From an optimization exercise on the open Yosys and OpenROAD flow, aimed at small area, a short achievable clock period and few clock cycles; shortcuts taken in it are not production practice.
No run shown here included a check of the RTL's function; only the layout flow was run.
Power is estimated from default activity; no workload was simulated.

<file path="flow/config.mk">
export PLATFORM = sky130hd
export DESIGN_NAME = crc16mb
export DESIGN_NICKNAME = crc16mb
export VERILOG_FILES = /design/flow/design.v
export SDC_FILE = /design/flow/constraint.sdc
export NUM_CORES = 8
export LEC_CHECK = 0
export CAP_MARGIN = 20
export CORE_MARGIN = 2
export CORE_UTILIZATION = 60
export PLACE_DENSITY = 0.7
export SLEW_MARGIN = 20
</file>
<file path="flow/constraint.sdc">
create_clock -name core_clock -period 13.0 [get_ports {clk}]
set_input_delay 2.6000 -clock core_clock [delete_from_list [all_inputs] [get_ports {clk}]]
set_output_delay 2.6000 -clock core_clock [all_outputs]
set_load 0.01 [all_outputs]
</file>
<file path="flow/design.v">
module crc16_step (
    input  wire [15:0] c,
    input  wire [7:0]  b,
    output reg  [15:0] r
);
    integer j;
    always @(*) begin
        r = c ^ {8'h00, b};
        for (j = 0; j < 8; j = j + 1)
            r = r[0] ? ((r >> 1) ^ 16'hA001) : (r >> 1);
    end
endmodule
module crc16mb (
    input  wire        clk,
    input  wire        rst,         
    input  wire        swap_en,     
    input  wire        zp_guard,    
    input  wire        cmd_valid,
    output wire        cmd_ready,
    input  wire [11:0] cmd,
    output reg         rsp_valid,
    output reg  [3:0]  rsp_st,
    output reg  [31:0] rsp_dout
);
    localparam [3:0] ST_OK       = 4'd0,
                     ST_CRCMIS   = 4'd1,
                     ST_BADVAL   = 4'd2,
                     ST_SHORT    = 4'd3,
                     ST_NOTVAL   = 4'd4,
                     ST_OVF      = 4'd5,
                     ST_NORD     = 4'd6,
                     ST_ILLEGAL  = 4'd7;
    localparam [3:0] OP_CRC_INIT = 4'h1,
                     OP_CRC_UPD  = 4'h2,
                     OP_CRC_FIN  = 4'h3,
                     OP_TBL      = 4'h4,
                     OP_QRY      = 4'h5,
                     OP_FRM_CLR  = 4'h6,
                     OP_FRM_PUSH = 4'h7,
                     OP_FRM_SFX  = 4'h8,
                     OP_FRM_VAL  = 4'h9,
                     OP_FRM_DEC  = 4'hA,
                     OP_RD       = 4'hB;
    reg [15:0] crc;
    reg [15:0] crcout;
    reg [8:0]  len;
    reg        crcok, rvalid, ovf, divz;
    reg [15:0] rcrc;               
    reg [7:0]  lb1, lb0;           
    reg [15:0] f_v, f_f, f_pf, f_al;
    reg [31:0] f_i, f_p, f_e;      
    reg        swq, zpq;
    reg        vq;                 
    reg [11:0] cq;
    reg        ready_r;
    reg [1:0]  sph;                
    reg        dec_pend;           
    assign cmd_ready = ready_r;
    wire [3:0] op  = cq[11:8];
    wire [7:0] arg = cq[7:0];
    reg illegal;
    always @(*) begin
        case (op)
            OP_CRC_INIT, OP_CRC_FIN, OP_FRM_CLR,
            OP_FRM_SFX, OP_FRM_VAL, OP_FRM_DEC: illegal = (arg != 8'd0);
            OP_CRC_UPD, OP_TBL, OP_FRM_PUSH:    illegal = 1'b0;
            OP_QRY:                             illegal = (arg > 8'd7);
            OP_RD:                              illegal = (arg > 8'd10);
            default:                            illegal = 1'b1;
        endcase
    end
    reg  [3:0]         gk;         
    reg  [3:0]         gdi, gdp;   
    reg  [19:0]        gm;         
    reg  [3:0]         gdp2;       
    reg                gfirst, gfirst2;
    reg  [21:0]        ga1, ga2;
    wire               gdone = (gk == 4'd10);
    wire [3:0]  i_dig = f_i[{gk[2:0], 2'b00} +: 4];
    wire [3:0]  p_dig = f_p[{gk[2:0], 2'b00} +: 4];
    wire [14:0] g_lou = (gdp2 == 4'd0) ? 15'd0 :
                         (gdp2 == 4'd1) ? 15'd500 :
                         (gdp2 == 4'd2) ? 15'd1000 :
                         (gdp2 == 4'd3) ? 15'd1500 :
                         (gdp2 == 4'd4) ? 15'd2000 :
                         (gdp2 == 4'd5) ? 15'd2500 :
                         (gdp2 == 4'd6) ? 15'd3000 :
                         (gdp2 == 4'd7) ? 15'd3500 :
                         (gdp2 == 4'd8) ? 15'd4000 :
                         (gdp2 == 4'd9) ? 15'd4500 :
                         (gdp2 == 4'd10) ? 15'd5000 :
                         (gdp2 == 4'd11) ? 15'd5500 :
                         (gdp2 == 4'd12) ? 15'd6000 :
                         (gdp2 == 4'd13) ? 15'd6500 :
                         (gdp2 == 4'd14) ? 15'd7000 : 15'd7500;
    wire [14:0] g_hiu = (gdp2 == 4'd0) ? 15'd0 :
                         (gdp2 == 4'd1) ? 15'd1500 :
                         (gdp2 == 4'd2) ? 15'd3000 :
                         (gdp2 == 4'd3) ? 15'd4500 :
                         (gdp2 == 4'd4) ? 15'd6000 :
                         (gdp2 == 4'd5) ? 15'd7500 :
                         (gdp2 == 4'd6) ? 15'd9000 :
                         (gdp2 == 4'd7) ? 15'd10500 :
                         (gdp2 == 4'd8) ? 15'd12000 :
                         (gdp2 == 4'd9) ? 15'd13500 :
                         (gdp2 == 4'd10) ? 15'd15000 :
                         (gdp2 == 4'd11) ? 15'd16500 :
                         (gdp2 == 4'd12) ? 15'd18000 :
                         (gdp2 == 4'd13) ? 15'd19500 :
                         (gdp2 == 4'd14) ? 15'd21000 : 15'd22500;
    wire [19:0] mr0 = {4'd0, f_v & {16{gdi[0]}}};
    wire [19:0] mr1 = {3'd0, f_v & {16{gdi[1]}}, 1'b0};
    wire [19:0] mr2 = {2'd0, f_v & {16{gdi[2]}}, 2'b0};
    wire [19:0] mr3 = {1'd0, f_v & {16{gdi[3]}}, 3'b0};
    wire [19:0] m1s = mr0 ^ mr1 ^ mr2;
    wire [19:0] m1c = (mr0 & mr1) | (mr0 & mr2) | (mr1 & mr2);
    wire [19:0] m1x = {m1c[18:0], 1'b0};
    wire [19:0] m2s = m1s ^ m1x ^ mr3;
    wire [19:0] m2c = (m1s & m1x) | (m1s & mr3) | (m1x & mr3);
    wire [21:0] ga1_in = gfirst2 ? 22'd0 : {{4{ga1[21]}}, ga1[21:4]};
    wire [21:0] ga2_in = gfirst2 ? 22'd0 : {{4{ga2[21]}}, ga2[21:4]};
    wire [21:0] a1x = ga1_in, a1y = {2'b00, gm}, a1z = ~{7'd0, g_lou};
    wire [21:0] a2x = ga2_in, a2y = ~{2'b00, gm}, a2z = {7'd0, g_hiu};
    wire [21:0] a1s = a1x ^ a1y ^ a1z;
    wire [21:0] a1c = (a1x & a1y) | (a1x & a1z) | (a1y & a1z);
    wire [21:0] a2s = a2x ^ a2y ^ a2z;
    wire [21:0] a2c = (a2x & a2y) | (a2x & a2z) | (a2y & a2z);
    wire        gate_ok = !ga1[21] && !ga2[21];
    wire        p_zero  = (f_p == 32'd0);
    always @(posedge clk) begin
        if (rst || len < 9'd13)
            gk <= 4'd0;
        else if (!gdone)
            gk <= gk + 4'd1;
        gfirst  <= (gk == 4'd0);
        gfirst2 <= gfirst;
        if (gk[3]) begin
            gdi <= 4'd0;
            gdp <= 4'd0;
        end else begin
            gdi <= i_dig;
            gdp <= p_dig;
        end
        gm   <= m2s + {m2c[18:0], 1'b0};
        gdp2 <= gdp;
        ga1  <= a1s + {a1c[20:0], 1'b1};
        ga2  <= a2s + {a2c[20:0], 1'b1};
    end
    wire [15:0] upd_val;                    
    crc16_step u_upd (.c(op == OP_TBL ? 16'h0000 : crc), .b(arg), .r(upd_val));
    wire [15:0] buf_step;                   
    crc16_step u_buf (.c(rcrc), .b(lb1), .r(buf_step));
    wire exec_op  = vq && !illegal;
    wire is_push  = exec_op && op == OP_FRM_PUSH;
    wire is_sfx   = exec_op && op == OP_FRM_SFX;
    wire is_dec   = exec_op && op == OP_FRM_DEC;
    wire len_full = len[8];                 
    wire len_ge2  = len[8:1] != 8'd0;
    wire sfx_ok   = !ovf && !(len[8] || len[7:0] == 8'hFF);    
    wire sfx_go   = is_sfx && sfx_ok;       
    wire dec_need = crcok && len >= 9'd25 && !p_zero;
    wire dec_new_wait = is_dec && dec_need && !gdone;
    wire dec_exec = (is_dec && !dec_new_wait) || (dec_pend && gdone);
    wire       push_wr = is_push && !len_full;
    wire       sfx_wr  = sph[1];            
    wire       wr      = push_wr || sfx_wr;
    wire [7:0] wbyte   = push_wr ? arg : (sph[0] ? lb0 : lb1);
    wire       wlow  = wr && len[8:5] == 4'd0;
    wire [4:0] wpos  = len[4:0];
    always @(posedge clk) begin
        if (wlow) begin
            case (wpos)
                5'd3:  f_v[15:8]  <= wbyte;
                5'd4:  f_v[7:0]   <= wbyte;
                5'd17: f_f[15:8]  <= wbyte;
                5'd18: f_f[7:0]   <= wbyte;
                5'd19: f_pf[15:8] <= wbyte;
                5'd20: f_pf[7:0]  <= wbyte;
                5'd21: f_al[15:8] <= wbyte;
                5'd22: f_al[7:0]  <= wbyte;
                default: ;
            endcase
            if (wpos == (swq ? 5'd7 : 5'd5))   f_i[31:24] <= wbyte;
            if (wpos == (swq ? 5'd8 : 5'd6))   f_i[23:16] <= wbyte;
            if (wpos == (swq ? 5'd5 : 5'd7))   f_i[15:8]  <= wbyte;
            if (wpos == (swq ? 5'd6 : 5'd8))   f_i[7:0]   <= wbyte;
            if (wpos == (swq ? 5'd11 : 5'd9))  f_p[31:24] <= wbyte;
            if (wpos == (swq ? 5'd12 : 5'd10)) f_p[23:16] <= wbyte;
            if (wpos == (swq ? 5'd9 : 5'd11))  f_p[15:8]  <= wbyte;
            if (wpos == (swq ? 5'd10 : 5'd12)) f_p[7:0]   <= wbyte;
            if (wpos == (swq ? 5'd15 : 5'd13)) f_e[31:24] <= wbyte;
            if (wpos == (swq ? 5'd16 : 5'd14)) f_e[23:16] <= wbyte;
            if (wpos == (swq ? 5'd13 : 5'd15)) f_e[15:8]  <= wbyte;
            if (wpos == (swq ? 5'd14 : 5'd16)) f_e[7:0]   <= wbyte;
        end
    end
    reg [7:0] qry_byte;
    always @(*) begin
        case (arg[2:0])
            3'd0: qry_byte = 8'h01;
            3'd1: qry_byte = 8'h04;
            3'd2: qry_byte = 8'h00;
            3'd3: qry_byte = 8'h00;
            3'd4: qry_byte = 8'h00;
            3'd5: qry_byte = 8'h0A;
            3'd6: qry_byte = 8'h70;
            default: qry_byte = 8'h0D;
        endcase
    end
    reg [31:0] fld_val;                     
    always @(*) begin
        case (arg[3:0])
            4'd4:    fld_val = {16'd0, f_v};
            4'd5:    fld_val = f_i;
            4'd6:    fld_val = f_p;
            4'd7:    fld_val = f_e;
            4'd8:    fld_val = {16'd0, f_f};
            4'd9:    fld_val = {16'd0, f_pf};
            default: fld_val = {16'd0, f_al};
        endcase
    end
    wire o_init = exec_op && op == OP_CRC_INIT;
    wire o_upd  = exec_op && op == OP_CRC_UPD;
    wire o_fin  = exec_op && op == OP_CRC_FIN;
    wire o_tbl  = exec_op && op == OP_TBL;
    wire o_qry  = exec_op && op == OP_QRY;
    wire o_clr  = exec_op && op == OP_FRM_CLR;
    wire o_val  = exec_op && op == OP_FRM_VAL;
    wire o_rd   = exec_op && op == OP_RD;
    wire val_ok = !ovf && len_ge2;
    wire val_go = o_val && val_ok;
    wire val_eq = lb1 == rcrc[7:0] && lb0 == rcrc[15:8];
    wire sph1   = sph == 2'd1;
    wire sph3   = sph == 2'd3;
    wire [15:0] crc_sw  = {crc[7:0], crc[15:8]};
    wire [15:0] rcrc_sw = {rcrc[7:0], rcrc[15:8]};
    wire [15:0] sfx_c   = (len == 9'd0) ? rcrc : buf_step;    
    wire [15:0] sfx_csw = {sfx_c[7:0], sfx_c[15:8]};
    wire [15:0] crc_d    = o_init ? 16'hFFFF : o_upd ? upd_val : sph1 ? sfx_c :
                           val_go ? rcrc : crc;
    wire [15:0] crcout_d = o_fin ? crc_sw : sph1 ? sfx_csw : val_go ? rcrc_sw : crcout;
    wire [8:0]  len_d    = o_clr ? 9'd0 : wr ? len + 9'd1 : len;
    wire sel_crc = o_init || o_upd || (o_rd && arg[3:0] == 4'd0);
    wire sel_cro = o_fin || val_go || sph3 || (o_rd && arg[3:0] == 4'd1);
    wire sel_len = is_push || (o_rd && arg[3:0] == 4'd2);
    wire sel_flg = o_rd && arg[3:0] == 4'd3;
    wire sel_fld = o_rd && arg[3:2] != 2'b00 && rvalid;
    wire [31:0] dout_d = ({32{sel_crc}} & {16'd0, crc_d}) |
                         ({32{sel_cro}} & {16'd0, crcout_d}) |
                         ({32{sel_len}} & {23'd0, len_d}) |
                         ({32{o_tbl}}   & {16'd0, upd_val}) |
                         ({32{o_qry}}   & {24'd0, qry_byte}) |
                         ({32{sel_flg}} & {28'd0, divz, ovf, rvalid, crcok}) |
                         ({32{sel_fld}} & fld_val);
    reg [3:0] st_d;
    always @(*) begin
        st_d = ST_OK;
        if (vq && illegal)
            st_d = ST_ILLEGAL;
        else if ((is_push && len_full) || (is_sfx && !sfx_ok) || (o_val && ovf))
            st_d = ST_OVF;
        else if (o_val && !len_ge2)
            st_d = ST_SHORT;
        else if (o_val && !val_eq)
            st_d = ST_CRCMIS;
        else if (o_rd && arg[3:2] != 2'b00 && !rvalid)
            st_d = ST_NORD;
        else if (dec_exec) begin
            if (!crcok)
                st_d = ST_NOTVAL;
            else if (len < 9'd25)
                st_d = ST_SHORT;
            else if (p_zero ? !zpq : !gate_ok)
                st_d = ST_BADVAL;
        end
    end
    wire        accept  = cmd_valid && ready_r;
    wire [3:0]  cmd_op  = cmd[11:8];
    always @(posedge clk) begin
        swq      <= swap_en;
        zpq      <= zp_guard;
        cq       <= cmd;
        rsp_st   <= st_d;
        rsp_dout <= dout_d;
        if (rst) begin
            vq        <= 1'b0;
            ready_r   <= 1'b1;
            sph       <= 2'd0;
            dec_pend  <= 1'b0;
            crc       <= 16'hFFFF;
            crcout    <= 16'hFFFF;
            len       <= 9'd0;
            rcrc      <= 16'hFFFF;
            crcok     <= 1'b0;
            rvalid    <= 1'b0;
            ovf       <= 1'b0;
            divz      <= 1'b0;
            rsp_valid <= 1'b0;
        end else begin
            vq <= accept;
            ready_r <= !((accept && cmd_op == OP_FRM_SFX) ||
                         (accept && cmd_op == OP_FRM_DEC && !gdone) ||
                         sfx_go || sph1 ||
                         dec_new_wait || (dec_pend && !gdone));
            rsp_valid <= (vq && !sfx_go && !dec_new_wait) || sph3 || (dec_pend && gdone);
            crc    <= crc_d;
            crcout <= crcout_d;
            len    <= len_d;
            if (sfx_go) begin
                if (len_ge2)
                    rcrc <= buf_step;
                lb1 <= lb0;
                sph <= 2'd1;
            end
            if (sph1) begin
                rcrc <= sfx_c;
                lb1  <= sfx_c[7:0];
                lb0  <= sfx_c[15:8];
                sph  <= 2'd2;
            end
            if (sph == 2'd2)                
                sph <= 2'd3;
            if (sph3)                       
                sph <= 2'd0;
            if (o_clr) begin
                rcrc   <= 16'hFFFF;
                crcok  <= 1'b0;
                rvalid <= 1'b0;
                ovf    <= 1'b0;
            end
            if (is_push) begin
                crcok  <= 1'b0;
                rvalid <= 1'b0;
                if (len_full) begin
                    ovf <= 1'b1;
                end else begin
                    if (len_ge2)
                        rcrc <= buf_step;
                    lb1 <= lb0;
                    lb0 <= arg;
                end
            end
            if (is_sfx) begin
                crcok  <= 1'b0;
                rvalid <= 1'b0;
                if (!sfx_ok)
                    ovf <= 1'b1;
            end
            if (o_val)
                crcok <= val_go && val_eq;
            if (dec_exec) begin
                dec_pend <= 1'b0;
                divz     <= crcok && len >= 9'd25 && p_zero && !zpq;
                rvalid   <= crcok && len >= 9'd25 && (p_zero ? zpq : gate_ok);
            end else if (dec_new_wait) begin
                dec_pend <= 1'b1;
            end
        end
    end
endmodule
</file>
<file path="flow/run.sh">
#!/bin/bash
# synth_recipe.tcl (not shown) runs the flow's synth.tcl, then flattens the netlist and writes it again
# the make line also repeats each setting of config.mk as NAME=value (left out here)
make -C /OpenROAD-flow-scripts/flow DESIGN_CONFIG=/design/flow/config.mk WORK_HOME=/design/flow/orfs CLKGATE_MAP_FILE= SYNTH_SCRIPT=/design/flow/synth_recipe.tcl finish
</file>
==> results.toml, run 1 <==
[route]
via_per_inst = 6.36
dr.pass1.iters = 9
vias = 15300
drt-wirelength-per-cell_um = 23.3
wl_mm = 56.2
ant_nets = 0
drt_iter0_drc = 1954
route.detailed.drc = 0

[yosys]
yosys.area.top_type = "edfxtp_1"
ys_ff_latch = 366
ys.flop_type = "dfxtp_1"
synthTopCellsByArea = "edfxtp_1, dfxtp_1, ha_1"
synth_top_area_share = 0.264
synth_nets = 2070
synthCells = 1908
yosysUniqueCellTypes = 98
ys_warn_count = 2
syn_area_um2 = 20000
ys_seq_area_frac = 0.454
synth_commonest_cells = "dfxtp_1, nor2_1, edfxtp_1, a21oi_1, nand2_1"
async_flop_share = 0
syn_area_per_cell_um2 = 10.5
synth_edf_count = 176

[sta]
setup_tns_ns = 0
fmax_mhz = 235
grt_setup_unrepaired = "false"
relSlewSlack = 0.174
tightest_slew_ns = 1.23
fin_skew_ns = 0.0238
finalSetupViolations = 0
maxSlewViolCount = 0
post-route-min-period_ns = 4.25
holdWs_ns = 0.329
hold_viol_final = 0
finalCritPeriodShare = 0.327

[clock_network]
cts_buffers = 41
cts_tree = "built"
cts.clk_slew.worst_paths_ns = 0.07
cts_resized = 0
root_buffer = "clkbuf_16"
clkLatencyLatePin_ns = 0.56
htree_num_levels = 2
cts.path.max_buffers = 3
ctsHoldBuffers = 0
cts_sinks = 366
cts_setup_buffers = 0

[floorplanning]
die-area_um2 = 34800
io_pins = 55
die_h_um = 187
core_area_um2 = 32700
die_x_um = 187
start_util = 0.612
fp-row-count = 66

[setup_path]
setup.worst_path.start = "gdi[2]$_SDFF_PP0_"
crit_path_end_kind = "flip-flop"
r2r_start = "gdi[2]$_SDFF_PP0_"
cp_max_fo = 16
cp-endpoint = "gm[19]$_DFF_P_"
r2r_end = "gm[19]$_DFF_P_"
critPathArrivalTime_ns = 4.67
startpoint_type = "flip-flop"
crit_required_ns = 13.42
r2r_slack_ns = 8.75
crit_type = "flip-flop to flip-flop"
worstRegToRegCells = 14

[final_layout]
n_fill_cell = 2549
multiInputGateArea_um2 = 10200
stdcell_count = 2412
syn2layout_area_growth_pct = 12.0
post-route-util = 0.685
seqCellArea_um2 = 9090
drive_gt1_frac = 0.0853
finalNetCount = 2099
diodes = 0

[placed_design]
gp_congestion = 0.963
dp_hpwl_mm = 40.9
port_buffers = 53
dp.cells = 2336

[min_path]
hold_class = "flip-flop to flip-flop"

[global_routing]
grt_max_degree = 55
antenna_found_initial = 0
grt_pass1_wl_mm = 87.6
overflow = 0
grt_pass1_vias = 15000
grt_use_total = 0.323

[power]
power_density_nw_per_um2 = 157
vdd_ir_drop_max_mv = 0.139
leakagePower_nw = 8.54

[outcome]
status = "timing/DRC/antenna clean"

[run]
max_cap_violations = 0
## worst min-delay path by stage
stage	depth (start not counted)	from	end	slack, ns
finish	0	gfirst$_DFF_P_	gfirst2$_DFF_P_	0.33
CTS	0	gfirst$_DFF_P_	gfirst2$_DFF_P_	0.33
floorplan	0	gdp[0]$_SDFF_PP0_	gdp2[0]$_DFF_P_	0.31
detailed placement	0	gfirst$_DFF_P_	gfirst2$_DFF_P_	0.31
global route	0	gfirst$_DFF_P_	gfirst2$_DFF_P_	0.33
global placement	0	gfirst$_DFF_P_	gfirst2$_DFF_P_	0.31
## critical path, stage by stage (launching register included)
cell and delay, ns:
dfxtp_1 0.62, and2_1 0.23, fa_1 0.42, fa_1 0.45
ha_1 0.20, inv_1 0.08, fa_1 0.21, nor2b_1 0.06
o21ai_0 0.24, a21boi_0 0.20, o41ai_1 0.40, o21ai_0 0.22
o41ai_1 0.50, o21a_1 0.21, o21ai_0 0.09
## metrics by stage
stage	area [um^2]	power [mW]	worst slack, ns
after floorplan	20000	1.95	9.25
after global placement	20900	2.21	8.61
after detailed placement	20900	2.23	8.53
after CTS	22400	3.51	8.78
after global routing	22400	3.64	8.43
final	22400	3.52	8.75
## layer usage
| layer | global-route usage | part of all wire | up-vias |
|---|---|---|---|
| met2 | 0.491 | 0.44 | 762 |
| met1 | 0.466 | 0.43 | 7440 |
| li1 | - | - | 7016 |
| met5 | 0 | 0 | - |
| met3 | 0.0655 | 0.10 | 116 |
| met4 | 0.104 | 0.031 | 0 |
## cell usage in the layout (no fill, tap or decap), drive strengths merged, types with 33 or more instances in the layout
cell type	instances
xnor2	73
dfxtp	190
mux2i	39
nor2	190
nor2b	43
fa	55
clkbuf	55
a22oi	42
nand2	104
nor3	35
xor2	35
clkdlybuf4s50	53
edfxtp	176
and2	72
o21ai	90
a222oi	33
a21oi	119
inv	77
nand3	38
ha	90
## layout make-up
cell class / count / share of cell area
tap: 442 / 0.0247
multi-input combinational: 1368 / 0.454
timing repair buffer: 84 / 0.0341
sequential: 366 / 0.406
inverter: 76 / 0.0127
clock buffer: 55 / 0.0532
clock inverter: 21 / 0.0152
## cells by family (layout without fill, tap and decap cells)
| family | after synthesis | in the layout | synth area share |
|---|---|---|---|
| flip-flops | 366 | 366 | 0.454 |
| AO/OA/AOI/OAI | 431 | 431 | 0.144 |
| other | 1 | 1 | 0.000188 |
| AND/OR/NAND/NOR | 619 | 619 | 0.160 |
| adder cells (fa/ha/maj) | 145 | 145 | 0.111 |
| multiplexers | 60 | 60 | 0.0404 |
| buffers and inverters | 174 | 236 | 0.0382 |
| XOR/XNOR | 112 | 112 | 0.0519 |
## flip-flops by register name, summed over array words and instances (netlist names), 3 cells and up
| signal | cells |
|---|---|
| gdp | 4 |
| len | 9 |
| lb1 | 8 |
| ga1 | 18 |
| gdp2 | 4 |
| crc | 16 |
| gm | 20 |
| rsp_dout | 32 |
| crcout | 16 |
| f_f | 16 |
| f_al | 16 |
| gdi | 4 |
| cq | 12 |
| f_p | 32 |
| f_i | 32 |
| lb0 | 8 |
| ga2 | 18 |
| f_e | 32 |
| gk | 4 |
| rcrc | 16 |
| f_v | 16 |
| f_pf | 16 |
| rsp_st | 3 |
## power by group
| part | leakage (nW) | total, mW | internal, mW | switching (mW) |
|---|---|---|---|---|
| clock | 0.751 | 1.29 | 0.808 | 0.485 |
| sequential | 3.16 | 1.46 | 1.36 | 0.0951 |
| combinational | 4.63 | 0.772 | 0.300 | 0.472 |
==> run 2, diff against run 1 <==
==> flow/flow/run.sh (new file) <==
#!/bin/bash
# Layout flow: the standard flow, except that the slow delay cells
# (clkdlybuf4s*, dlygate*, dlymetal*) are kept out of every step after
# synthesis, so port buffers and repair buffers are ordinary buffers.
# Synthesis is the standard one, run unchanged. Each step's full output
# goes to a log file of its own in this folder.
set -euo pipefail
bash standard.sh synth > synth.log 2>&1
DU=$(make -s -C "$FLOW_HOME" DESIGN_CONFIG="$PWD/config.mk" WORK_HOME="$PWD/orfs" print-DONT_USE_CELLS 2>/dev/null | sed -n 's/^DONT_USE_CELLS: //p')
for c in clkdlybuf4s15_1 clkdlybuf4s15_2 clkdlybuf4s18_1 clkdlybuf4s18_2 clkdlybuf4s25_1 \
         clkdlybuf4s25_2 clkdlybuf4s50_1 clkdlybuf4s50_2 dlygate4sd1_1 dlygate4sd2_1 \
         dlygate4sd3_1 dlymetal6s2s_1 dlymetal6s4s_1 dlymetal6s6s_1; do
  DU="$DU sky130_fd_sc_hd__$c"
done
bash standard.sh "DONT_USE_CELLS=$DU" floorplan > floorplan.log 2>&1
bash standard.sh "DONT_USE_CELLS=$DU" place > place.log 2>&1
bash standard.sh "DONT_USE_CELLS=$DU" cts > cts.log 2>&1
bash standard.sh "DONT_USE_CELLS=$DU" route > route.log 2>&1
bash standard.sh "DONT_USE_CELLS=$DU" finish > finish.log 2>&1
==> flow/standard.sh (new file) <==
#!/bin/bash
# synth_recipe.tcl (not shown) runs the flow's synth.tcl, then flattens the netlist and writes it again
# the make line also repeats each setting of config.mk as NAME=value (left out here)
make -C /OpenROAD-flow-scripts/flow DESIGN_CONFIG=/design/flow/config.mk WORK_HOME=/design/flow/orfs CLKGATE_MAP_FILE= SYNTH_SCRIPT=/design/flow/synth_recipe.tcl "${@:-finish}"
removed: flow/run.sh
==> results.toml, run 2 <==
[yosys]
synth_edf_count = 176
yosysUniqueCellTypes = 98
syn_area_um2 = 20000
synth_top_area_share = 0.264
synthTopCellsByArea = "edfxtp_1, dfxtp_1, ha_1"
ys.flop_type = "dfxtp_1"
syn_area_per_cell_um2 = 10.5
synth_commonest_cells = "dfxtp_1, nor2_1, edfxtp_1, a21oi_1, nand2_1"
yosys.area.top_type = "edfxtp_1"
synthCells = 1908
ys_ff_latch = 366
ys_warn_count = 2
synth_nets = 2070
async_flop_share = 0
ys_seq_area_frac = 0.454

[power]
power_density_nw_per_um2 = 150
leakagePower_nw = 8.15
vdd_ir_drop_max_mv = 0.146

[clock_network]
ctsHoldBuffers = 0
cts_buffers = 38
cts_setup_buffers = 0
cts.path.max_buffers = 3
root_buffer = "clkbuf_16"
htree_num_levels = 2
cts.clk_slew.worst_paths_ns = 0.06
cts_tree = "built"
clkLatencyLatePin_ns = 0.57
cts_resized = 0
cts_sinks = 366

[sta]
fmax_mhz = 219
relSlewSlack = 0.228
maxSlewViolCount = 0
setup_tns_ns = 0
grt_setup_unrepaired = "false"
post-route-min-period_ns = 4.57
hold_viol_final = 0
tightest_slew_ns = 1.16
holdWs_ns = 0.370
fin_skew_ns = 0.0235
finalCritPeriodShare = 0.352
setup_ws_ns = 8.43
finalSetupViolations = 0

[setup_path]
worstRegToRegCells = 10
r2r_slack_ns = 8.43
startpoint_type = "flip-flop"
cp_max_fo = 15
r2r_start = "cq[6]$_DFF_P_"
r2r_end = "lb1[7]$_DFFE_PN_"
critPathArrivalTime_ns = 4.84
crit_required_ns = 13.27
crit_path_end_kind = "flip-flop"
crit_type = "flip-flop to flip-flop"

[floorplanning]
die-area_um2 = 34800
start_util = 0.612
fp-row-count = 66
die_x_um = 187
io_pins = 55
die_h_um = 187
core_area_um2 = 32700

[run]
max_cap_violations = 0

[global_routing]
grt_max_degree = 41
overflow = 0
antenna_found_initial = 0
grt_pass1_wl_mm = 85.9
grt_pass1_vias = 14900
grt_use_total = 0.316

[route]
route.detailed.drc = 0
wl_mm = 55.0
ant_nets = 0
vias = 15300
via_per_inst = 6.36
drt_iter0_drc = 1859
drt-wirelength-per-cell_um = 22.9
dr.pass1.iters = 6

[min_path]
min_from = "gdp[1]$_SDFF_PP0_"
worst_hold_path.num_cells = 0
hold_class = "flip-flop to flip-flop"
hold-path-endpoint = "gdp2[1]$_DFF_P_"

[placed_design]
gp_congestion = 0.980
port_buffers = 53
dp_hpwl_mm = 40.8
place_ws_ns = 8.22

[final_layout]
post-route-util = 0.662
syn2layout_area_growth_pct = 8.24
drive_gt1_frac = 0.0642
layout_commonest_cell = "dfxtp_1"
most-common-layout-cells = "dfxtp_1, nor2_1, edfxtp_1"
diodes = 0
finalNetCount = 2098

[outcome]
status = "timing/DRC/antenna clean"
## run 2: cell counts after synthesis
No cell type changed its count.
## run 2: cell families after synthesis
kind of cell	Yosys count	synth area share
simple gates	619	0.160
compound gates	431	0.144
other cells	1	0.000188
xor+xnor	112	0.0519
mux	60	0.0404
fa+ha+maj	145	0.111
buf+inv	174	0.0382
flops	366	0.454
## run 2: layout make-up
| cell class | instances | area (um^2) |
|---|---|---|
| Fill cell | 2648 | 11100 |
| Timing Repair Buffer | 86 | 344 |
| Clock inverter | 17 | 171 |
| Multi-Input combinational cell | 1368 | 10200 |
| Clock buffer | 51 | 1010 |
| Tap cell | 442 | 553 |
| Inverter | 76 | 285 |
| Sequential cell | 366 | 9090 |
## run 2: how the worst max path moves through the flow
stage | from | end | slack, ns | cells past startpoint
2_1_floorplan | rst | lb0[0]$_DFFE_PN_ | 9.25 | 2
3_3_place_gp | rst | lb1[5]$_DFFE_PN_ | 8.25 | 3
3_5_place_dp | rst | lb1[2]$_DFFE_PN_ | 8.22 | 3
4_1_cts | cq[6]$_DFF_P_ | rcrc[1]$_SDFF_PP1_ | 8.65 | 10
5_1_grt | cq[0]$_DFF_P_ | rsp_dout[6]$_DFF_P_ | 8.17 | 10
6_report | cq[6]$_DFF_P_ | lb1[7]$_DFFE_PN_ | 8.43 | 10
## run 2: through the flow
step                cell area [um^2]  cells  power, mW
floorplan                      20000   1908       1.95
global placement               20400   2336       2.18
detailed placement             20400   2337       2.19
CTS                            21600   2405       3.23
global route                   21600   2406       3.36
finish                         21600   2406       3.24
## run 2: per-layer routing
metal / wire, um / track usage
met1: 23300 / 0.446
met2: 23600 / 0.472
met3: 5870 / 0.0792
met4: 2180 / 0.120
met5: 0 / 0.0234
## run 2: power by group
group	total (mW)	internal, mW	leakage (nW)	switching, mW
clock	1.05	0.575	0.572	0.471
combinational	0.738	0.273	4.42	0.464
sequential	1.46	1.36	3.16	0.0946
## run 2: worst max-delay path, cell delays in order, from the launching register on
cell	delay, ns
dfxtp_1	0.39
nor4_1	0.60
a22oi_1	0.25
a21oi_1	0.16
buf_1	0.72
nand3_2	0.50
nor4_2	0.34
buf_1	0.63
nor2_1	0.31
a22oi_1	0.23
o221ai_1	0.14
==> run 3, diff against run 2 <==
--- a/flow/design.v
+++ b/flow/design.v
@@ -52,2 +52,3 @@
     reg        swq, zpq;
+    reg        rst_q;              
     reg        vq;                 
@@ -60,13 +61,14 @@
     wire [7:0] arg = cq[7:0];
-    reg illegal;
-    always @(*) begin
-        case (op)
+    function illegal_word(input [11:0] w);
+        case (w[11:8])
             OP_CRC_INIT, OP_CRC_FIN, OP_FRM_CLR,
-            OP_FRM_SFX, OP_FRM_VAL, OP_FRM_DEC: illegal = (arg != 8'd0);
-            OP_CRC_UPD, OP_TBL, OP_FRM_PUSH:    illegal = 1'b0;
-            OP_QRY:                             illegal = (arg > 8'd7);
-            OP_RD:                              illegal = (arg > 8'd10);
-            default:                            illegal = 1'b1;
+            OP_FRM_SFX, OP_FRM_VAL, OP_FRM_DEC: illegal_word = (w[7:0] != 8'd0);
+            OP_CRC_UPD, OP_TBL, OP_FRM_PUSH:    illegal_word = 1'b0;
+            OP_QRY:                             illegal_word = (w[7:0] > 8'd7);
+            OP_RD:                              illegal_word = (w[7:0] > 8'd10);
+            default:                            illegal_word = 1'b1;
         endcase
-    end
+    endfunction
+    reg  xq;                       
+    wire illegal = !xq;
     reg  [3:0]         gk;         
@@ -130,3 +132,3 @@
     always @(posedge clk) begin
-        if (rst || len < 9'd13)
+        if (rst_q || len < 9'd13)
             gk <= 4'd0;
@@ -152,3 +154,3 @@
     crc16_step u_buf (.c(rcrc), .b(lb1), .r(buf_step));
-    wire exec_op  = vq && !illegal;
+    wire exec_op  = xq;
     wire is_push  = exec_op && op == OP_FRM_PUSH;
@@ -257,3 +259,3 @@
         st_d = ST_OK;
-        if (vq && illegal)
+        if (vq && !xq)
             st_d = ST_ILLEGAL;
@@ -279,2 +281,3 @@
     always @(posedge clk) begin
+        rst_q    <= rst;
         swq      <= swap_en;
@@ -286,2 +289,3 @@
             vq        <= 1'b0;
+            xq        <= 1'b0;
             ready_r   <= 1'b1;
@@ -289,10 +293,2 @@
             dec_pend  <= 1'b0;
-            crc       <= 16'hFFFF;
-            crcout    <= 16'hFFFF;
-            len       <= 9'd0;
-            rcrc      <= 16'hFFFF;
-            crcok     <= 1'b0;
-            rvalid    <= 1'b0;
-            ovf       <= 1'b0;
-            divz      <= 1'b0;
             rsp_valid <= 1'b0;
@@ -300,2 +296,3 @@
             vq <= accept;
+            xq <= accept && !illegal_word(cmd);
             ready_r <= !((accept && cmd_op == OP_FRM_SFX) ||
@@ -358,2 +355,12 @@
         end
+        if (rst_q) begin
+            crc       <= 16'hFFFF;
+            crcout    <= 16'hFFFF;
+            len       <= 9'd0;
+            rcrc      <= 16'hFFFF;
+            crcok     <= 1'b0;
+            rvalid    <= 1'b0;
+            ovf       <= 1'b0;
+            divz      <= 1'b0;
+        end
     end
--- a/flow/config.mk
+++ b/flow/config.mk
@@ -10,2 +10,3 @@
 export CORE_UTILIZATION = 60
+export GPL_TIMING_DRIVEN = 0
 export PLACE_DENSITY = 0.7
==> results.toml, run 3 <==
[outcome]
status = "timing/DRC/antenna clean"

[yosys]
synth.most_common_cell = "dfxtp_1"
ys.flop_type = "dfxtp_1"
ys_warn_count = 2
synth_top_area_share = 0.260
yosysUniqueCellTypes = 87
async_flop_share = 0
synth_nets = 2133
ys_seq_area_frac = 0.449
synth_edf_count = 176
syn_area_per_cell_um2 = 10.3
syn_area_um2 = 20300
synthTopCellsByArea = "edfxtp_1, dfxtp_1, ha_1"
ys_ff_latch = 368
yosys.area.top_type = "edfxtp_1"
synth_commonest_cells = "dfxtp_1, edfxtp_1, nor2_1, nand2_1, a21oi_1"
synthCells = 1971

[clock_network]
cts.path.max_buffers = 3
root_buffer = "clkbuf_16"
ctsHoldBuffers = 0
clkLatencyLatePin_ns = 0.58
cts_resized = 0
htree_num_levels = 2
cts.clk_slew.worst_paths_ns = 0.06
cts_setup_buffers = 0
cts_tree = "built"
cts_sinks = 368
cts_buffers = 40

[sta]
post-route-min-period_ns = 4.49
grt_setup_unrepaired = "false"
fin_skew_ns = 0.0252
relSlewSlack = 0.228
fmax_mhz = 223
finalCritPeriodShare = 0.345
finalSetupViolations = 0
tightest_slew_ns = 1.16
hold_viol_final = 0
setup_tns_ns = 0
maxSlewViolCount = 0

[global_routing]
grt_pass1_vias = 15400
grt_pass1_wl_mm = 92.4
overflow = 0
grt_use_total = 0.345
antenna_found_initial = 1
grt_max_degree = 26

[min_path]
hold_class = "flip-flop to flip-flop"

[power]
vdd_ir_drop_max_mv = 0.160
sw_frac_of_total = 0.332
switching_power_mw = 1.19
leakagePower_nw = 8.58
power.share.clock = 0.319
pwr-share-comb = 0.271
power_frac_seq = 0.410
p_int_mw = 2.40
power_density_nw_per_um2 = 159

[placed_design]
gp_congestion = 0.975
port_buffers = 53
dp_hpwl_mm = 45.5

[final_layout]
diodes = 0
syn2layout_area_growth_pct = 11.2
most-common-layout-cells = "dfxtp_1, edfxtp_1, nor2_1"
finalNetCount = 2237
n_fill_cell = 2652
drive_gt1_frac = 0.0797
post-route-util = 0.677
layout_commonest_cell = "dfxtp_1"

[route]
dr.pass1.iters = 9
vias = 16400
ant_nets = 0
route.detailed.drc = 0
via_per_inst = 6.41
wl_mm = 61.0
drt_iter0_drc = 1955
drt-wirelength-per-cell_um = 23.9

[setup_path]
r2r_start = "gdi[2]$_SDFF_PP0_"
crit_required_ns = 13.47
r2r_end = "gm[19]$_DFF_P_"
startpoint_type = "flip-flop"
crit_path_end_kind = "flip-flop"
cp_max_fo = 10
r2r_slack_ns = 8.51
crit_chain = "clkbuf_1, and2_1, fa_1, fa_1, ha_1, inv_1, fa_1, nor2b_1, o21a_1, o21ai_0, a21oi_1, a41o_1, o41ai_1, o21ai_0, a31o_2"
crit_type = "flip-flop to flip-flop"
critPathMaxStageDelay_ns = 0.47
critPathArrivalTime_ns = 4.96
crit_top_cell = "fa_1"
setup.worst_path.start = "gdi[2]$_SDFF_PP0_"
worstRegToRegCells = 15
cp-endpoint = "gm[19]$_DFF_P_"
slowest_stage = "o41ai_1"

[floorplanning]
die-area_um2 = 35400
die_x_um = 188
start_util = 0.608
die_h_um = 188
core_area_um2 = 33400
fp-row-count = 67
io_pins = 55

[run]
max_cap_violations = 0
## run 3: cell count changes in the layout (fill, tap and decap cells not counted), moves of 16 or more
cell,change
clkbuf_1,+80
nand2_1,+54
o211ai_1,+36
nor2_1,-25
buf_1,-21
o21ai_0,-17
o221ai_1,+16
## run 3: worst min path at each step
stage,from,end,slack (ns),cells past startpoint
6_report,gfirst$_DFF_P_,gfirst2$_DFF_P_,0.32,0
5_1_grt,gdp[1]$_SDFF_PP0_,gdp2[1]$_DFF_P_,0.33,0
4_1_cts,gfirst$_DFF_P_,gfirst2$_DFF_P_,0.32,0
3_5_place_dp,gdp[3]$_SDFF_PP0_,gdp2[3]$_DFF_P_,0.31,0
3_3_place_gp,gdp[1]$_SDFF_PP0_,gdp2[1]$_DFF_P_,0.31,0
2_1_floorplan,gdp[0]$_SDFF_PP0_,gdp2[0]$_DFF_P_,0.31,0
## run 3: power by group through the flow
stage,Sequential [mW],Combinational (mW),Clock [mW]
floorplan,1.47,0.624,0
global placement,1.50,0.883,0
global route,1.48,1.03,1.20
detailed placement,1.49,0.934,0
CTS,1.47,0.938,1.16
finish,1.47,0.975,1.15
## run 3: stage by stage
stage	hold slack, ns	std cells	area (um^2)	worst slack, ns	total power [mW]
6_report	0.324	2555	22600	8.51	3.59
2_1_floorplan	0.310	1971	20300	9.23	2.09
5_1_grt	0.330	2555	22600	8.27	3.71
3_3_place_gp	0.311	2472	21100	8.21	2.38
4_1_cts	0.323	2555	22600	8.56	3.56
3_5_place_dp	0.312	2481	21300	8.26	2.43
## run 3: logic make-up after synthesis
group | share of synthesized area
flip-flops | 0.449
XOR/XNOR | 0.0544
AO/OA/AOI/OAI | 0.161
AND/OR/NAND/NOR | 0.147
buffers and inverters | 0.0397
multiplexers | 0.0401
other | 0.000184
adder cells (fa/ha/maj) | 0.109
## run 3: worst max-delay path, delay by kind of cell, from the launching register on
family          cells  cell delay, ns
compound gates      7            1.88
fa+ha+maj           4            1.31
buf+inv             2            0.46
flops               1            0.44
simple gates        2            0.29
## run 3: layout make-up
type	instances	area, um^2	area share
multi-input cells	1402	10500	0.465
flip-flops and latches	368	9130	0.403
clock buffers	46	1070	0.0475
well taps	448	561	0.0248
plain buffers	113	479	0.0212
inverters	88	330	0.0146
repair buffers	62	304	0.0134
clock inverters	28	241	0.0107
## run 3: layer usage
layer	wire (um)	track usage	vias up	share of wire
li1	-	-	7377	-
met1	25500	0.487	7961	0.42
met2	26900	0.522	892	0.44
met3	6060	0.0711	143	0.099
met4	2520	0.141	0	0.041
met5	0	0	-	0
==> run 4, diff against run 3 <==
==> flow/run.sh (new file) <==
#!/bin/bash
# synth_recipe.tcl (not shown) runs the flow's synth.tcl, then flattens the netlist and writes it again
# the make line also repeats each setting of config.mk as NAME=value (left out here)
make -C /OpenROAD-flow-scripts/flow DESIGN_CONFIG=/design/flow/config.mk WORK_HOME=/design/flow/orfs CLKGATE_MAP_FILE= SYNTH_SCRIPT=/design/flow/synth_recipe.tcl finish
removed: flow/flow/run.sh
removed: flow/standard.sh
==> results.toml, run 4 <==
[outcome]
status = "timing/DRC/antenna clean"

[yosys]
synth_commonest_cells = "dfxtp_1, edfxtp_1, nor2_1, nand2_1, a21oi_1"
ys_warn_count = 2
synth_top_area_share = 0.260
ys.flop_type = "dfxtp_1"
async_flop_share = 0
syn_area_per_cell_um2 = 10.3
yosys.area.top_type = "edfxtp_1"
synth_edf_count = 176
ys_seq_area_frac = 0.449
synthCells = 1971
synthTopCellsByArea = "edfxtp_1, dfxtp_1, ha_1"
syn_area_um2 = 20300
ys_ff_latch = 368
synth.most_common_cell = "dfxtp_1"
synth_nets = 2133
yosysUniqueCellTypes = 87

[min_path]
hold_class = "flip-flop to flip-flop"

[placed_design]
gp_congestion = 0.984
place_ws_ns = 7.94
dp_hpwl_mm = 45.5
port_buffers = 53

[final_layout]
syn2layout_area_growth_pct = 13.0
diodes = 0
finalNetCount = 2238
most-common-layout-cells = "dfxtp_1, edfxtp_1, nor2_1"
post-route-util = 0.687
n_fill_cell = 2560
drive_gt1_frac = 0.0769
layout_commonest_cell = "dfxtp_1"

[setup_path]
critPathArrivalTime_ns = 5.06
startpoint_type = "input pin"
crit_path_end_kind = "flip-flop"
crit_required_ns = 13.39
cp_max_fo = 10
crit_type = "input pin to flip-flop"
r2r_slack_ns = 8.60

[floorplanning]
core_area_um2 = 33400
start_util = 0.608
io_pins = 55
die-area_um2 = 35400
fp-row-count = 67
die_h_um = 188
die_x_um = 188

[global_routing]
overflow = 0
grt_use_total = 0.346
grt_pass1_vias = 15600
grt_pass1_wl_mm = 92.9
antenna_found_initial = 1
grt_max_degree = 26

[clock_network]
clkLatencyLatePin_ns = 0.56
ctsHoldBuffers = 0
cts_setup_buffers = 0
root_buffer = "clkbuf_16"
cts_sinks = 368
htree_num_levels = 2
cts.path.max_buffers = 3
cts_tree = "built"
cts.clk_slew.worst_paths_ns = 0.06
cts_buffers = 41
cts_resized = 0

[sta]
setup_tns_ns = 0
setup_ws_ns = 8.33
post-route-min-period_ns = 4.67
hold_viol_final = 0
tightest_slew_ns = 1.16
relSlewSlack = 0.227
finalSetupViolations = 0
fmax_mhz = 214
fin_skew_ns = 0.0203
holdWs_ns = 0.326
maxSlewViolCount = 0
finalCritPeriodShare = 0.360
grt_setup_unrepaired = "false"

[power]
leakagePower_nw = 8.72
vdd_ir_drop_max_mv = 0.157
finalPower_mw = 3.64
power_density_nw_per_um2 = 158

[route]
drt_iter0_drc = 2096
vias = 16400
drt-wirelength-per-cell_um = 24.0
via_per_inst = 6.42
ant_nets = 0
dr.pass1.iters = 8
wl_mm = 61.3
route.detailed.drc = 0

[run]
max_cap_violations = 0
## run 4: cell counts after synthesis
No cell type changed its count.
## run 4: per-stage QoR
step,cells,area [um^2]
detailed placement,2481,21600
finish,2555,23000
CTS,2555,23000
floorplan,1971,20300
global placement,2472,21400
global route,2555,23000
## run 4: where the power goes
group / leakage (nW) / internal, mW / total (mW) / switching, mW
logic: 4.87 / 0.366 / 0.986 / 0.620
clock network: 0.668 / 0.699 / 1.18 / 0.485
registers: 3.18 / 1.40 / 1.47 / 0.0751
total: 8.72 / 2.46 / 3.64 / 1.18
## run 4: logic make-up after synthesis
logic type               count (synthesis)  synth area share
adder cells (fa/ha/maj)                145             0.109
flip-flops                             368             0.449
other                                    1          0.000184
multiplexers                            60            0.0401
AO/OA/AOI/OAI                          483             0.161
buffers and inverters                  201            0.0397
AND/OR/NAND/NOR                        598             0.147
XOR/XNOR                               115            0.0544
## run 4: critical path: stages
cell and delay [ns]:
clkdlybuf4s50_1 0.50, clkbuf_1 0.60, clkbuf_1 0.63, clkbuf_1 0.53, o211ai_1 0.19
## run 4: worst paths after layout
path                           from              endpoint  cells after the start
hold / removal    gdp[1]$_SDFF_PP0_       gdp2[1]$_DFF_P_                      0
setup reg to reg  gdi[1]$_SDFF_PP0_        gm[19]$_DFF_P_                     15
hold reg to reg   gdp[1]$_SDFF_PP0_       gdp2[1]$_DFF_P_                      0
setup / recovery                rst  crc[12]$_SDFFE_PP1N_                      5
## run 4: cell type report
class	instances	area [um^2]	area share
timing repair buffer	62	613	0.0267
clock buffer	60	1190	0.0517
inverter	88	330	0.0144
multi-input combinational	1402	10500	0.457
clock inverter	14	176	0.00767
sequential	368	9130	0.397
tap	448	561	0.0244
buffer	113	479	0.0208
## run 4: per-layer routing
layer | wire length (um) | part of all wire | up-vias | global-route usage
met1 | 25100 | 0.41 | 7886 | 0.494
met3 | 6520 | 0.11 | 153 | 0.0561
met5 | 0 | 0 | - | 0
met4 | 2650 | 0.043 | 0 | 0.138
met2 | 27000 | 0.44 | 986 | 0.528
li1 | - | - | 7388 | -
==> run 5, diff against run 4 <==
--- a/flow/design.v
+++ b/flow/design.v
@@ -281,8 +281,2 @@
     always @(posedge clk) begin
-        rst_q    <= rst;
-        swq      <= swap_en;
-        zpq      <= zp_guard;
-        cq       <= cmd;
-        rsp_st   <= st_d;
-        rsp_dout <= dout_d;
         if (rst) begin
@@ -302,64 +296,71 @@
             rsp_valid <= (vq && !sfx_go && !dec_new_wait) || sph3 || (dec_pend && gdone);
-            crc    <= crc_d;
-            crcout <= crcout_d;
-            len    <= len_d;
-            if (sfx_go) begin
-                if (len_ge2)
-                    rcrc <= buf_step;
-                lb1 <= lb0;
+            if (sfx_go)
                 sph <= 2'd1;
-            end
-            if (sph1) begin
-                rcrc <= sfx_c;
-                lb1  <= sfx_c[7:0];
-                lb0  <= sfx_c[15:8];
-                sph  <= 2'd2;
-            end
-            if (sph == 2'd2)                
-                sph <= 2'd3;
-            if (sph3)                       
-                sph <= 2'd0;
-            if (o_clr) begin
-                rcrc   <= 16'hFFFF;
-                crcok  <= 1'b0;
-                rvalid <= 1'b0;
-                ovf    <= 1'b0;
-            end
-            if (is_push) begin
-                crcok  <= 1'b0;
-                rvalid <= 1'b0;
-                if (len_full) begin
-                    ovf <= 1'b1;
-                end else begin
-                    if (len_ge2)
-                        rcrc <= buf_step;
-                    lb1 <= lb0;
-                    lb0 <= arg;
-                end
-            end
-            if (is_sfx) begin
-                crcok  <= 1'b0;
-                rvalid <= 1'b0;
-                if (!sfx_ok)
-                    ovf <= 1'b1;
-            end
-            if (o_val)
-                crcok <= val_go && val_eq;
-            if (dec_exec) begin
+            else if (sph != 2'd0)
+                sph <= sph + 2'd1;
+            if (dec_exec)
                 dec_pend <= 1'b0;
-                divz     <= crcok && len >= 9'd25 && p_zero && !zpq;
-                rvalid   <= crcok && len >= 9'd25 && (p_zero ? zpq : gate_ok);
-            end else if (dec_new_wait) begin
+            else if (dec_new_wait)
                 dec_pend <= 1'b1;
+        end
+    end
+    always @(posedge clk) begin
+        rst_q    <= rst;
+        swq      <= swap_en;
+        zpq      <= zp_guard;
+        cq       <= cmd;
+        rsp_st   <= st_d;
+        rsp_dout <= dout_d;
+        crc    <= crc_d;
+        crcout <= crcout_d;
+        len    <= len_d;
+        if (sfx_go) begin
+            if (len_ge2)
+                rcrc <= buf_step;
+            lb1 <= lb0;
+        end
+        if (sph1) begin
+            rcrc <= sfx_c;
+            lb1  <= sfx_c[7:0];
+            lb0  <= sfx_c[15:8];
+        end
+        if (o_clr) begin
+            rcrc   <= 16'hFFFF;
+            crcok  <= 1'b0;
+            rvalid <= 1'b0;
+            ovf    <= 1'b0;
+        end
+        if (is_push) begin
+            crcok  <= 1'b0;
+            rvalid <= 1'b0;
+            if (len_full) begin
+                ovf <= 1'b1;
+            end else begin
+                if (len_ge2)
+                    rcrc <= buf_step;
+                lb1 <= lb0;
+                lb0 <= arg;
             end
         end
+        if (is_sfx) begin
+            crcok  <= 1'b0;
+            rvalid <= 1'b0;
+            if (!sfx_ok)
+                ovf <= 1'b1;
+        end
+        if (o_val)
+            crcok <= val_go && val_eq;
+        if (dec_exec) begin
+            divz   <= crcok && len >= 9'd25 && p_zero && !zpq;
+            rvalid <= crcok && len >= 9'd25 && (p_zero ? zpq : gate_ok);
+        end
         if (rst_q) begin
-            crc       <= 16'hFFFF;
-            crcout    <= 16'hFFFF;
-            len       <= 9'd0;
-            rcrc      <= 16'hFFFF;
-            crcok     <= 1'b0;
-            rvalid    <= 1'b0;
-            ovf       <= 1'b0;
-            divz      <= 1'b0;
+            crc    <= 16'hFFFF;
+            crcout <= 16'hFFFF;
+            len    <= 9'd0;
+            rcrc   <= 16'hFFFF;
+            crcok  <= 1'b0;
+            rvalid <= 1'b0;
+            ovf    <= 1'b0;
+            divz   <= 1'b0;
         end
--- a/flow/config.mk
+++ b/flow/config.mk
@@ -10,3 +10,2 @@
 export CORE_UTILIZATION = 60
-export GPL_TIMING_DRIVEN = 0
 export PLACE_DENSITY = 0.7
==> results.toml, run 5 <==
[outcome]
status = "timing/DRC/antenna clean"

[global_routing]
grt_use_total = 0.310
grt_pass1_wl_mm = 81.2
grt_max_degree = 55
overflow = 0
antenna_found_initial = 1
grt_pass1_vias = 14500

[clock_network]
cts.clk_slew.worst_paths_ns = 0.06
root_buffer = "clkbuf_16"
cts_sinks = 368
cts.path.max_buffers = 3
clkLatencyLatePin_ns = 0.56
cts_tree = "built"
cts_resized = 0
htree_num_levels = 2
ctsHoldBuffers = 0
cts_setup_buffers = 0
cts_buffers = 40

[floorplanning]
core_area_um2 = 32500
fp-row-count = 66
start_util = 0.608
die_x_um = 185
io_pins = 55
die_h_um = 185
die-area_um2 = 34300

[yosys]
synthMuxAreaShare = 0.0468
yosys.area_share.simple = 0.159
synthCells = 1897
synth_commonest_cells = "dfxtp_1, nor2_1, edfxtp_1, a21oi_1, nand2_1"
synth_top_family_by_area = "simple AND/OR/NAND/NOR gates"
synth_compound_area_frac = 0.136
yosys.area.top_type = "edfxtp_1"
synth_nets = 2058
yosysUniqueCellTypes = 79
ys_ff_latch = 368
synth.most_common_cell = "dfxtp_1"
ys.flop_type = "dfxtp_1"
synthTopCellsByArea = "edfxtp_1, dfxtp_1, ha_1"
synth-xor-area-share = 0.0552
ys_seq_area_frac = 0.455
ys_warn_count = 2
synth_top_area_share = 0.244
async_flop_share = 0
syn_area_per_cell_um2 = 10.4
synth_edf_count = 160
synth-adder-area-share = 0.112
syn_area_um2 = 19700

[final_layout]
syn2layout_area_growth_pct = 11.6
drive_gt1_frac = 0.0962
most-common-layout-cells = "dfxtp_1, nor2_1, edfxtp_1"
layout_commonest_cell = "dfxtp_1"
diodes = 0
finalNetCount = 2094
final_area_um2 = 22000
n_fill_cell = 2481

[power]
pwr-share-comb = 0.195
power_density_nw_per_um2 = 144
p_int_mw = 2.24
power_frac_seq = 0.444
power.share.clock = 0.362
switching_power_uw = 924
sw_frac_of_total = 0.292
vdd_ir_drop_max_mv = 0.119
leakagePower_nw = 8.42

[route]
ant_nets = 0
vias = 14900
drt_iter0_drc = 1878
dr.pass1.iters = 7
via_per_inst = 6.19
route.detailed.drc = 0
drt-wirelength-per-cell_um = 21.7
wl_mm = 52.3

[setup_path]
crit_top_cell = "nor2_1"
critPathArrivalTime_ns = 4.59
crit_required_ns = 13.48
startpoint_type = "flip-flop"
slowest_stage = "dfxtp_1"
critPathMaxStageDelay_ns = 0.72
crit_type = "flip-flop to flip-flop"
cp_max_fo = 18
crit_chain = "nor2_1, nor2_1, xor2_1, fa_1, ha_1, or3_1, o2111ai_1, a21boi_0, a221oi_1, o211ai_1, a31oi_1, o22a_1"
crit_path_end_kind = "flip-flop"

[run]
max_cap_violations = 0

[sta]
post-route-min-period_ns = 4.11
finalCritPeriodShare = 0.316
finalSetupViolations = 0
setup_tns_ns = 0
maxSlewViolCount = 0
relSlewSlack = 0.238
fmax_mhz = 243
fin_skew_ns = 0.0297
grt_setup_unrepaired = "false"
hold_viol_final = 0
tightest_slew_ns = 1.14

[min_path]
hold_class = "flip-flop to flip-flop"

[placed_design]
placed_area_um2 = 20700
gp_congestion = 0.982
dp_hpwl_mm = 38.0
port_buffers = 53
run 5: cell count changes after synthesis, sizes merged, moves of 18 or more:
cell,delta
clkbuf,-21
nand2,-40
nor2,+27
o211ai,-38
o21ai,-19
o221ai,-18
or2,+21
run 5: metal layers:
metal | part of all wire | GRT usage
met1 | 0.42 | 0.435
met2 | 0.43 | 0.459
met3 | 0.11 | 0.0786
met4 | 0.040 | 0.130
met5 | 0 | 0
run 5: metrics by stage:
step	instances	hold slack [ns]	setup WS, ns	util	power, mW
finish	2407	0.337	8.89	0.679	3.16
detailed placement	2333	0.327	8.63	0.637	2.01
global route	2407	0.341	8.47	0.679	3.26
global placement	2332	0.319	8.66	0.637	2.00
CTS	2407	0.339	8.85	0.678	3.15
floorplan	1897	0.310	9.29	-	1.82
run 5: final cells by class:
type	instances	area (um^2)	share of cell area
Multi-Input combinational cell	1355	10100	0.458
Inverter	81	304	0.0138
Clock inverter	26	249	0.0113
Tap cell	442	553	0.0251
Timing Repair Buffer	87	786	0.0357
Clock buffer	48	1080	0.0492
Sequential cell	368	8970	0.407
run 5: kinds of logic after synthesis:
kind of cell / Yosys count
adders and majority gates: 144
and+or+nand+nor: 624
xor gates and xnor gates: 118
other: 1
muxes: 69
buffers and inverters: 174
DFF: 368
AOI/OAI and AO/OA: 399
run 5: path summary, 6_finish.rpt:
path                     start               to  slack, ns  cells after the start
min reg2reg  gdp[3]$_SDFF_PP0_  gdp2[3]$_DFF_P_       0.34                      0
max reg2reg    gdp2[1]$_DFF_P_  ga2[21]$_DFF_P_       8.89                     12
max            gdp2[1]$_DFF_P_  ga2[21]$_DFF_P_       8.89                     12
min          gdp[3]$_SDFF_PP0_  gdp2[3]$_DFF_P_       0.34                      0
run 5: power groups by stage:
stage | sequential, mW | combinational, mW | clock, mW
4_1_cts | 1.40 | 0.596 | 1.16
6_report | 1.40 | 0.615 | 1.14
2_1_floorplan | 1.39 | 0.424 | 0
3_3_place_gp | 1.42 | 0.581 | 0
5_1_grt | 1.41 | 0.657 | 1.20
3_5_place_dp | 1.42 | 0.592 | 0
run 5: critical path: cells and delay by family (launching register included):
kind	cells	cell delay, ns
flops	1	0.72
fa+ha+maj	2	0.68
xor+xnor	1	0.21
compound gates	6	1.82
simple gates	3	0.63
==> run 6, diff against run 5 <==
==> flow/flow/run.sh (new file) <==
#!/bin/bash
# Layout flow: the standard flow, except that the slow delay cells
# (clkdlybuf4s*, dlygate*, dlymetal*) are kept out of every step after
# synthesis, so port buffers and repair buffers are ordinary buffers.
# Synthesis is the standard one, run unchanged. Each step's full output
# goes to a log file of its own in this folder.
set -euo pipefail
bash standard.sh synth > synth.log 2>&1
DU=$(make -s -C "$FLOW_HOME" DESIGN_CONFIG="$PWD/config.mk" WORK_HOME="$PWD/orfs" print-DONT_USE_CELLS 2>/dev/null | sed -n 's/^DONT_USE_CELLS: //p')
for c in clkdlybuf4s15_1 clkdlybuf4s15_2 clkdlybuf4s18_1 clkdlybuf4s18_2 clkdlybuf4s25_1 \
         clkdlybuf4s25_2 clkdlybuf4s50_1 clkdlybuf4s50_2 dlygate4sd1_1 dlygate4sd2_1 \
         dlygate4sd3_1 dlymetal6s2s_1 dlymetal6s4s_1 dlymetal6s6s_1; do
  DU="$DU sky130_fd_sc_hd__$c"
done
bash standard.sh "DONT_USE_CELLS=$DU" floorplan > floorplan.log 2>&1
bash standard.sh "DONT_USE_CELLS=$DU" place > place.log 2>&1
bash standard.sh "DONT_USE_CELLS=$DU" cts > cts.log 2>&1
bash standard.sh "DONT_USE_CELLS=$DU" route > route.log 2>&1
bash standard.sh "DONT_USE_CELLS=$DU" finish > finish.log 2>&1
==> flow/standard.sh (new file) <==
#!/bin/bash
# synth_recipe.tcl (not shown) runs the flow's synth.tcl, then flattens the netlist and writes it again
# the make line also repeats each setting of config.mk as NAME=value (left out here)
make -C /OpenROAD-flow-scripts/flow DESIGN_CONFIG=/design/flow/config.mk WORK_HOME=/design/flow/orfs CLKGATE_MAP_FILE= SYNTH_SCRIPT=/design/flow/synth_recipe.tcl "${@:-finish}"
removed: flow/run.sh
==> results.toml, run 6 <==
[route]
dr.pass1.iters = 7
ant_nets = 0
via_per_inst = 6.16
wl_mm = 53.5
drt_iter0_drc = 1717
route.detailed.drc = 0
vias = 14800
drt-wirelength-per-cell_um = 22.2

[sta]
maxSlewViolCount = 0
fin_skew_ns = 0.0290
relSlewSlack = 0.195
finalSetupViolations = 0
setup_ws_ns = 8.83
grt_setup_unrepaired = "false"
hold_viol_final = 0
finalCritPeriodShare = 0.321
setup_tns_ns = 0
fmax_mhz = 240
post-route-min-period_ns = 4.17
tightest_slew_ns = 1.21

[outcome]
status = "timing/DRC/antenna clean"

[yosys]
ys_seq_area_frac = 0.455
synth_top_area_share = 0.244
ys_warn_count = 2
synth.most_common_cell = "dfxtp_1"
synthCells = 1897
synthTopCellsByArea = "edfxtp_1, dfxtp_1, ha_1"
async_flop_share = 0
yosys.area.top_type = "edfxtp_1"
synth_edf_count = 160
syn_area_um2 = 19700
synth_nets = 2058
ys.flop_type = "dfxtp_1"
yosysUniqueCellTypes = 79
syn_area_per_cell_um2 = 10.4
synth_commonest_cells = "dfxtp_1, nor2_1, edfxtp_1, a21oi_1, nand2_1"
ys_ff_latch = 368

[final_layout]
stdcell_count = 2411
layout_commonest_cell = "dfxtp_1"
n_fill_cell = 2578
multiInputGateArea_um2 = 10100
seqCellArea_um2 = 8970
finalNetCount = 2097
diodes = 0
syn2layout_area_growth_pct = 9.87
drive_gt1_frac = 0.0792
most-common-layout-cells = "dfxtp_1, nor2_1, edfxtp_1"

[clock_network]
cts.path.max_buffers = 3
ctsHoldBuffers = 0
cts_setup_buffers = 0
clkLatencyLatePin_ns = 0.60
cts_buffers = 41
htree_num_levels = 2
cts_resized = 0
cts_sinks = 368
root_buffer = "clkbuf_16"
cts_tree = "built"
cts.clk_slew.worst_paths_ns = 0.06

[placed_design]
dp_hpwl_mm = 39.2
place_ws_ns = 8.84
port_buffers = 53
gp_congestion = 0.958
dp.cells = 2334

[setup_path]
slowest_stage = "dfxtp_1"
critPathArrivalTime_ns = 4.61
crit_path_end_kind = "flip-flop"
cp_max_fo = 16
crit_chain = "and2_1, fa_1, fa_1, ha_1, inv_1, fa_1, nor2b_1, o21ai_0, a21boi_0, o41ai_1, o21ai_0, o41ai_1, o21a_1, o21ai_0"
crit_required_ns = 13.45
startpoint_type = "flip-flop"
crit_type = "flip-flop to flip-flop"
critPathMaxStageDelay_ns = 0.60

[power]
vdd_ir_drop_max_mv = 0.145
leakagePower_nw = 8.21
power_density_nw_per_um2 = 148

[floorplanning]
die_h_um = 185
core_area_um2 = 32500
fp-row-count = 66
die-area_um2 = 34300
die_x_um = 185
io_pins = 55
start_util = 0.608

[global_routing]
grt_use_total = 0.317
grt_pass1_wl_mm = 81.9
overflow = 0
antenna_found_initial = 1
grt_max_degree = 55
grt_pass1_vias = 14200

[min_path]
hold_class = "flip-flop to flip-flop"

[run]
max_cap_violations = 0
## run 6: cell types whose count changed in the layout (fill, tap and decap cells not counted), moves of 3 or more
cell             previous run  this run
clkbuf_16                  40        43
clkdlybuf4s50_1            53         0
buf_1                       0        83
clkbuf_2                    1         4
clkinv_2                   12         7
buf_4                      34         1
## run 6: final timing paths
path	start	to	slack, ns	cells after the start
worst max register to register	gdi[2]$_SDFF_PP0_	gm[19]$_DFF_P_	8.83	14
worst min register to register	gdp[0]$_SDFF_PP0_	gdp2[0]$_DFF_P_	0.33	0
worst min-delay path	gdp[0]$_SDFF_PP0_	gdp2[0]$_DFF_P_	0.33	0
worst max-delay path	gdi[2]$_SDFF_PP0_	gm[19]$_DFF_P_	8.83	14
## run 6: report_power, final
part           leakage (nW)  switching [mW]  internal, mW
clock                 0.699           0.497         0.717
sequential             3.13          0.0834          1.33
combinational          4.38           0.341         0.236
total                  8.21           0.921          2.28
## run 6: cell families (layout without fill, tap and decap cells)
group                    count (synthesis)  in the layout  share of synthesized area
AO/OA/AOI/OAI                          399            399                      0.136
buffers and inverters                  174            246                     0.0356
adder cells (fa/ha/maj)                144            144                      0.112
AND/OR/NAND/NOR                        624            624                      0.159
XOR/XNOR                               118            118                     0.0552
flip-flops                             368            368                      0.455
multiplexers                            69             69                     0.0468
other                                    1              1                   0.000190
## run 6: critical path, delay by kind of cell, from the launching register on
kind / cells / cell delay, ns
compound gates: 7 / 1.80
fa+ha+maj: 4 / 1.27
simple gates: 2 / 0.28
flops: 1 / 0.60
buf+inv: 1 / 0.08
## run 6: layer usage
| metal | up-vias | GRT usage | wire length [um] |
|---|---|---|---|
| met5 | - | 0 | 12 |
| met4 | 2 | 0.127 | 1920 |
| met3 | 106 | 0.0908 | 5510 |
| met2 | 681 | 0.466 | 23200 |
| met1 | 7167 | 0.443 | 22900 |
| li1 | 6891 | - | - |
## run 6: area by class of cell
cell class	instances	area share
timing repair buffer	89	0.0162
inverter	81	0.0140
clock inverter	23	0.0128
multi-input combinational	1355	0.464
sequential	368	0.414
clock buffer	53	0.0533
tap	442	0.0255
## run 6: metrics by stage
stage / area (um^2) / power (mW) / hold slack, ns / util
global route: 21700 / 3.31 / 0.336 / 0.668
finish: 21700 / 3.20 / 0.327 / 0.668
CTS: 21700 / 3.20 / 0.328 / 0.667
detailed placement: 20200 / 1.99 / 0.312 / 0.623
floorplan: 19700 / 1.82 / 0.310 / -
global placement: 20200 / 1.98 / 0.321 / 0.623

separate check: timing with driven ports:
Ports are ideal in the flow. The routed layouts listed here were re-timed in OpenROAD.
Step 1 sets driving cells, clkbuf_16 on the clock port and buf_2 on the other inputs (assumed; they add their load-dependent delay and slew).
Step 2 times the ports against the registers' clock, not the clock port: input delays grow and output delays shrink by t, the midpoint of the rising clock arrivals with the driver on.
Three values: ideal, step 1, step 2; two values: the first two.
run | t (ns) | setup WS [ns] | worst hold slack (ns) | worst setup path after step 2
run 1 | 0.603 | 8.749 / 8.749 / 8.665 | 0.329 / 0.329 / 0.329 | input to register
run 2 | 0.610 | 8.428 / 8.428 / 8.428 | 0.370 / 0.370 / 0.370 | register to register
run 3 | 0.625 | 8.513 / 8.513 / 8.130 | 0.324 / 0.324 / 0.324 | input to register
run 4 | 0.603 | 8.326 / 8.356 / 7.754 | 0.326 / 0.326 / 0.326 | input to register
run 5 | 0.603 | 8.891 / 8.891 / 8.584 | 0.337 / 0.337 / 0.337 | input to register
run 6 | 0.631 | 8.832 / 8.832 / 8.832 | 0.327 / 0.327 / 0.327 | register to register
After both steps setup and hold are still met in every run listed. The setup slack of run 4, which loses most, moves by +0.030 ns with the drivers and by -0.572 ns with both steps.
